Background: an optimization exercise with open tools, aiming at small area, a short achievable clock period and few clock cycles. Do not read the settings as production practice. Where RTL was checked, it was by simulation tests only, not by an equivalence proof against the original. Power is estimated from default activity; no workload was simulated.

// rrf_enc
module rrf_enc #(
    parameter integer MTU       = 1024,
    parameter integer HDR_BYTES = 16
) (
    input  wire        clk,
    input  wire        rst,           
    input  wire        cmd_valid,
    input  wire [31:0] cmd_data,
    output wire        cmd_ready,
    output reg         ev_valid,
    output reg  [1:0]  ev_type,
    output reg  [31:0] ev_data,
    input  wire        ev_ready,
    input  wire [7:0]  csr_addr,
    output reg  [31:0] csr_rdata,
    output wire        idle
);
export LEC_CHECK = 0
export CAP_MARGIN = 20
export CORE_MARGIN = 2
export CORE_UTILIZATION = 40
export SETUP_SLACK_MARGIN = 4.8
export SLEW_MARGIN = 20
create_clock -name core_clock -period 10.0 [get_ports {clk}]
run.sh (not shown) runs the stock make flow with config.mk's settings and CLKGATE_MAP_FILE= SYNTH_SCRIPT=/design/flow/synth_recipe.tcl, a recipe that flattens the netlist after the stock synthesis.
Change:
--- a/flow/design.v
+++ b/flow/design.v
@@ -49,21 +49,20 @@
     reg [3:0]  gob_gn;
     reg [4:0]  gob_gq;
     reg [31:0] enc_pkt_cnt;
     reg [9:0]  last_bytes;
     reg [2:0]  last_ebit;
     reg        last_m;
     reg        pend;         
     reg        pk_put;       
     reg [1:0]  mb_mode;
     reg [10:0] mbl;          
-    reg        mb_last;      
     reg        send_m;
     reg [1:0]  as_kind;
     reg        abort_need;
     reg        res_pend;
     reg [3:0]  rk;
     wire [12:0] bitcount = L - room;
     wire [9:0]  nb_now   = (L / 8) - room[12:3];
     wire [2:0]  ebit_now = room[2:0];
     wire        streamed = (room < L - 32);    
     wire out_free = !ev_valid || ev_ready;
@@ -85,46 +84,41 @@
                    op_flush ? (d[22:0]  != 23'd0) :
                    op_gob   ? (d[23:9]  != 15'd0) :
                    op_mb    ? (d[23:16] != 8'd0)  :
                               (d[23:0]  != 24'd0);
     wire n_bad   = op_put && d[5] && (d[4:0] != 5'd0);
     wire hdr_bad = !opc_known || rsv_bad || n_bad;
     wire [1:0] hdr_fcode = !opc_known ? 2'b01 : (rsv_bad ? 2'b10 : 2'b11);
     wire [15:0] nbits   = d[15:0];
     wire        mb_fit  = ({3'd0, room} >= nbits);
     wire        mb_big  = gob_valid ? (nbits > L - 26) : (nbits > L);
+    wire        mb_last  = (mbl == 11'd0);
     wire [5:0]  put_n    = fault_cmd[5:0];
-    wire [5:0]  mb_r     = {(fault_cmd[4:0] == 5'd0), fault_cmd[4:0]};    
-    wire [5:0]  mb_n     = mb_last ? mb_r : 6'd32;
+    wire [5:0]  mb_n     = mb_last ? {(fault_cmd[4:0] == 5'd0), fault_cmd[4:0]} : 6'd32;
     wire        put_ovf  = ({7'd0, put_n} > room);
     wire w_put  = acc_w && !fault && pend && pk_put;
     wire w_mbd  = acc_w && !fault && pend && !pk_put;
     wire w_hdr  = acc_w && !fault && !pend;
     wire w_srst = acc_w && (fault ? (d == 32'h01000000) : (!pend && !hdr_bad && op_srst));
     wire q_goba = (sq == Q_GOBA);
     wire q_tail = (sq == Q_TAIL);
     wire ap_left = !q_goba && !q_tail && !(pend && pk_put);    
     wire [5:0] ap_n = q_goba ? 6'd26 : q_tail ? 6'd0 : (pend && pk_put) ? put_n : mb_n;
     wire [31:0] gob_word = {6'd0, 16'h0001, gob_gn, gob_gq, 1'b0};
     wire [31:0] din = q_goba ? gob_word : (q_tail ? 32'd0 : d);
-    wire [4:0]  rot_rj = fill[4:0] + (q_goba ? 5'd26 : put_n[4:0]);
-    wire [4:0]  rot_r  = ap_left ? fill[4:0] : rot_rj;
+    wire [4:0]  rot_r = ap_left ? fill[4:0] : (fill[4:0] + ap_n[4:0]);
     wire [63:0] din2  = {din, din} >> rot_r;
     wire [31:0] rot   = din2[31:0];
     wire [31:0] keep    = ~(32'hFFFFFFFF >> fill);    
     wire [31:0] cur_new = (acc & keep) | (rot & ~keep);
     wire [6:0]  ap_end  = {1'b0, fill} + {1'b0, ap_n};
-    wire        sp_put  = ({1'b0, fill} + {1'b0, put_n}) > 7'd32;
-    wire        sp_last = ({1'b0, fill} + {1'b0, mb_r}) > 7'd32;
-    wire        sp_goba = (fill > 6'd6);
-    wire        sp_mb   = mb_last ? sp_last : (fill != 6'd0);
-    wire        spill   = q_goba ? sp_goba : (pend && pk_put) ? sp_put : sp_mb;
+    wire        spill   = (ap_end > 7'd32);
     wire [5:0]  fill_nx = spill ? (ap_end[5:0] - 6'd32) : ap_end[5:0];
     wire do_ap = (w_put && !put_ovf) || (w_mbd && (mb_mode == MB_FIT)) ||
                  (q_goba && out_free);
     wire spill_eff = do_ap && spill;
     wire end_go    = (sq == Q_END) && out_free;
     wire [2:0]  fcode8 = {(fcode == 2'b00), (fcode == 2'b00) ? 2'b01 : fcode};
     reg  [23:0] res_val;
     always @(*) begin
         case (rk)
             RK_OKBC, RK_MBOK, RK_GOBOK: res_val = {11'd0, bitcount};
@@ -212,21 +206,20 @@
                             rk      <= RK_SPLIT;
                             sq      <= Q_TAIL;
                         end else begin
                             rk <= RK_GOBOK;
                             sq <= Q_GOBA;
                         end
                     end
                     if (op_mb) begin
                         mb_mode <= mb_fit ? MB_FIT : (mb_big ? MB_BIG : MB_RETRY);
                         mbl     <= nbits[15:5] - {10'd0, (nbits[4:0] == 5'd0)};
-                        mb_last <= (nbits[15:5] == 11'd0) || (nbits[15:0] == 16'd32);
                         if (nbits == 16'd0) begin
                             rk       <= RK_MBOK;
                             res_pend <= 1'b1;
                         end else begin
                             pend   <= 1'b1;
                             pk_put <= 1'b0;
                         end
                     end
                 end
             end
@@ -235,22 +228,21 @@
                 res_pend <= 1'b1;
                 if (put_ovf) begin
                     fault <= 1'b1;
                     fcode <= 2'b00;
                     rk    <= RK_FAULT;
                 end else begin
                     rk    <= RK_OKBC;
                 end
             end
             if (w_mbd) begin
-                mbl     <= mbl - 11'd1;
-                mb_last <= (mbl == 11'd1);
+                mbl <= mbl - 11'd1;
                 if (mb_last) begin
                     pend <= 1'b0;
                     case (mb_mode)
                     MB_FIT: begin
                         rk       <= RK_MBOK;
                         res_pend <= 1'b1;
                     end
                     MB_BIG: begin
                         rk       <= RK_BIG;
                         res_pend <= 1'b1;
- cell count drops by 4.5%
- non-clock buffer count climbs by 8
- die area falls by 3.2%
- wire length came out lower by 5.4%
- synthesized area is lower by 3.2%
- cell area is lower by about 2.4%
Testbench counts after the change, summed over its fixed seeds: cycles 90,432.
No functional check of the RTL was part of the first run of this note.

* * *

## before
Another version of the RTL of rrf_enc (not shown whole).
For scale: about 2,100 cells after synthesis, about 240 flip-flops, ~0.018 mm^2 of cells after synthesis.
==> flow/config.mk <==
export PLATFORM = sky130hd
export DESIGN_NAME = rrf_enc
export DESIGN_NICKNAME = rrf_enc
export VERILOG_FILES = /design/flow/design.v
export SDC_FILE = /design/flow/constraint.sdc
export NUM_CORES = 4
export LEC_CHECK = 0
export CAP_MARGIN = 20
export CORE_MARGIN = 2
export CORE_UTILIZATION = 40
export SETUP_SLACK_MARGIN = 4.4
export SLEW_MARGIN = 20
export SYNTH_HIERARCHICAL = 1
==> flow/constraint.sdc <==
create_clock -name core_clock -period 10.0 [get_ports {clk}]
set_input_delay 2.0000 -clock core_clock [delete_from_list [all_inputs] [get_ports {clk}]]
set_output_delay 2.0000 -clock core_clock [all_outputs]
set_load 0.01 [all_outputs]
standard.sh (not shown) runs the stock make flow with config.mk's settings and CLKGATE_MAP_FILE= SYNTH_SCRIPT=/design/flow/synth_recipe.tcl, a recipe that flattens the netlist after the stock synthesis.
==> flow/flow/run.sh <==
#!/bin/bash
set -euo pipefail
export BUFFER_PORTS_ARGS="-buffer_cell sky130_fd_sc_hd__buf_1"
export CTS_ARGS="-sink_clustering_enable -repair_clock_nets -dont_use_dummy_load -buf_list sky130_fd_sc_hd__clkbuf_8 -sink_clustering_size 12 -sink_clustering_max_diameter 60"
bash standard.sh > standard_flow.log 2>&1
Inputs modified between before and after:
--- a/flow/design.v
+++ b/flow/design.v
@@ -94,32 +94,28 @@
     wire w_put  = acc_w && !fault && pend && pk_put;
     wire w_mbd  = acc_w && !fault && pend && !pk_put;
     wire w_hdr  = acc_w && !fault && !pend;
     wire w_srst = acc_w && (fault ? (d == 32'h01000000) : (!pend && !hdr_bad && op_srst));
     wire q_goba = (sq == Q_GOBA);
     wire q_tail = (sq == Q_TAIL);
-    wire q_end  = (sq == Q_END);
-    wire end_gob = (as_kind == AS_GOB) || ((as_kind == AS_MB) && gob_valid);
-    wire gob_ld  = q_goba || (q_end && end_gob);
-    wire ap_left = !gob_ld && !q_tail && !(pend && pk_put);    
-    wire [5:0] ap_n = gob_ld ? 6'd26 : q_tail ? 6'd0 : (pend && pk_put) ? put_n : mb_n;
+    wire ap_left = !q_goba && !q_tail && !(pend && pk_put);    
+    wire [5:0] ap_n = q_goba ? 6'd26 : q_tail ? 6'd0 : (pend && pk_put) ? put_n : mb_n;
     wire [31:0] gob_word = {6'd0, 16'h0001, gob_gn, gob_gq, 1'b0};
-    wire mb_drop = pend && !pk_put && (mb_mode == MB_RETRY);
-    wire [31:0] din = gob_ld ? gob_word : ((q_tail || mb_drop) ? 32'd0 : d);
+    wire [31:0] din = q_goba ? gob_word : (q_tail ? 32'd0 : d);
     wire        empty = (room == L);
     wire [4:0]  nf    = room[4:0];           
     wire [4:0]  rot_r = ap_left ? nf : (nf - ap_n[4:0]);
     wire [63:0] din2  = {din, din} << rot_r;
     wire [31:0] rot   = din2[63:32];
     wire [31:0] keep    = empty ? 32'd0 : (32'hFFFFFFFF << nf);    
     wire [31:0] cur_new = (acc & keep) | (rot & ~keep);
     wire        spill   = !empty && (ap_n > {1'b0, nf});
     wire do_ap = (w_put && !put_ovf) || (w_mbd && (mb_mode == MB_FIT)) ||
-                 (gob_ld && out_free);
+                 (q_goba && out_free);
     wire spill_eff = do_ap && spill;
-    wire end_go    = q_end && out_free;
+    wire end_go    = (sq == Q_END) && out_free;
     reg [3:0] rk;
     always @(*) begin
         if (fault)
             rk = RK_FAULT;
         else if (!fault_cmd[28])
             rk = RK_OK0;                                   
@@ -244,22 +240,13 @@
                         res_pend <= 1'b1;
                     end
                     MB_BIG: begin
                         res_pend <= 1'b1;
                     end
                     default: begin
-                        if (!empty) begin
-                            ev_valid <= 1'b1;
-                            ev_type  <= 2'd1;
-                            ev_data  <= cur_new;
-                        end
-                        last_bytes <= nb_now;
-                        last_ebit  <= ebit_now;
-                        last_m     <= 1'b0;
-                        room       <= L;
-                        sq         <= Q_END;
+                        sq      <= Q_TAIL;
                     end
                     endcase
                 end
             end
             if (w_srst) begin
                 fault_cmd   <= d;
@@ -292,28 +279,43 @@
                 if (out_free) begin
                     if (!empty) begin
                         ev_valid <= 1'b1;
                         ev_type  <= 2'd1;
                         ev_data  <= cur_new;
                     end
-                    last_bytes <= nb_now;
-                    last_ebit  <= ebit_now;
-                    last_m     <= send_m;
-                    room       <= L;
-                    sq         <= Q_END;
+                    sq <= Q_END;
                 end
             end
             Q_END: begin
                 if (out_free) begin
                     ev_valid    <= 1'b1;
                     ev_type     <= 2'd2;
-                    ev_data     <= {12'd0, last_m, last_ebit, 6'd0, last_bytes};
-                    if ((as_kind == AS_FLUSH) && send_m)
-                        gob_valid <= 1'b0;
-                    res_pend    <= 1'b1;
-                    sq          <= Q_NORM;
+                    ev_data     <= {12'd0, send_m, ebit_now, 6'd0, nb_now};
+                    last_bytes  <= nb_now;
+                    last_ebit   <= ebit_now;
+                    last_m      <= send_m;
+                    room          <= L;
+                    case (as_kind)
+                    AS_FLUSH: begin
+                        if (send_m)
+                            gob_valid <= 1'b0;
+                        res_pend <= 1'b1;
+                        sq       <= Q_NORM;
+                    end
+                    AS_GOB: begin
+                        sq <= Q_GOBA;
+                    end
+                    default: begin
+                        if (gob_valid) begin
+                            sq <= Q_GOBA;
+                        end else begin
+                            res_pend <= 1'b1;
+                            sq       <= Q_NORM;
+                        end
+                    end
+                    endcase
                 end
             end
             Q_GOBA: begin
                 if (out_free) begin
                     res_pend <= 1'b1;
                     sq       <= Q_NORM;
==> comparison <==
Compared with before, after shows synthesized area per cell that has gone up slightly. Post-synthesis cell area: after vs before down 3.1%. after vs. before: share of cell area taken by multi-input logic gates moved down; count of clock-buffer cells in the layout went down by 1. after vs. before: met2 track demand over resource went up, fraction of standard cell area that is sequential went up, clock share of power went up, routed via count went down. The smallest setup slack after layout of after was superior to that of before. Compared with before, after shows a fraction of synthesized cell area in xor and xnor cells that is 0.33 points lower. Maximum frequency is lower on before. Status: clock-cell share of area parity (before, after).
Testbench counts of after, summed over its fixed seeds: cycles 90,432.
The RTL of before was laid out without a check of its function.

port drivers added, routing unchanged:
In the flow no input, the clock included, has a driving cell. The finished layouts below were timed again as built, in two steps. Step 1 (the two cells are an assumption about what drives the block):
set clk [get_ports {clk}]
set_driving_cell -lib_cell sky130_fd_sc_hd__clkbuf_16 $clk
set_driving_cell -lib_cell sky130_fd_sc_hd__buf_2 [delete_from_list [all_inputs] $clk]
Step 2 moves the port delays by t, midway between the first and last clock arrival at a register: inputs arrive t later, outputs are due t later. That takes back most of the time a late clock gives input paths. Slacks: ideal / step 1 / step 2; pairs: ideal / step 1.
run | shift t [ns] | setup slack, ns | hold WS [ns]
the first run of note 1 | 0.621 | 4.006 / 3.968 / 3.968 | 0.486 / 0.486 / 0.486
the second run of note 1 | 0.651 | 4.220 / 4.186 / 4.186 | 0.486 / 0.486 / 0.486
before | 0.667 | 4.294 / 4.250 / 3.889 | 0.531 / 0.531 / 0.531
after | 0.673 | 4.364 / 4.318 / 4.179 | 0.484 / 0.484 / 0.484
After both steps setup and hold are still met in every run listed. The setup slack of before, which loses most, moves by -0.044 ns with the drivers and by -0.405 ns with both steps.
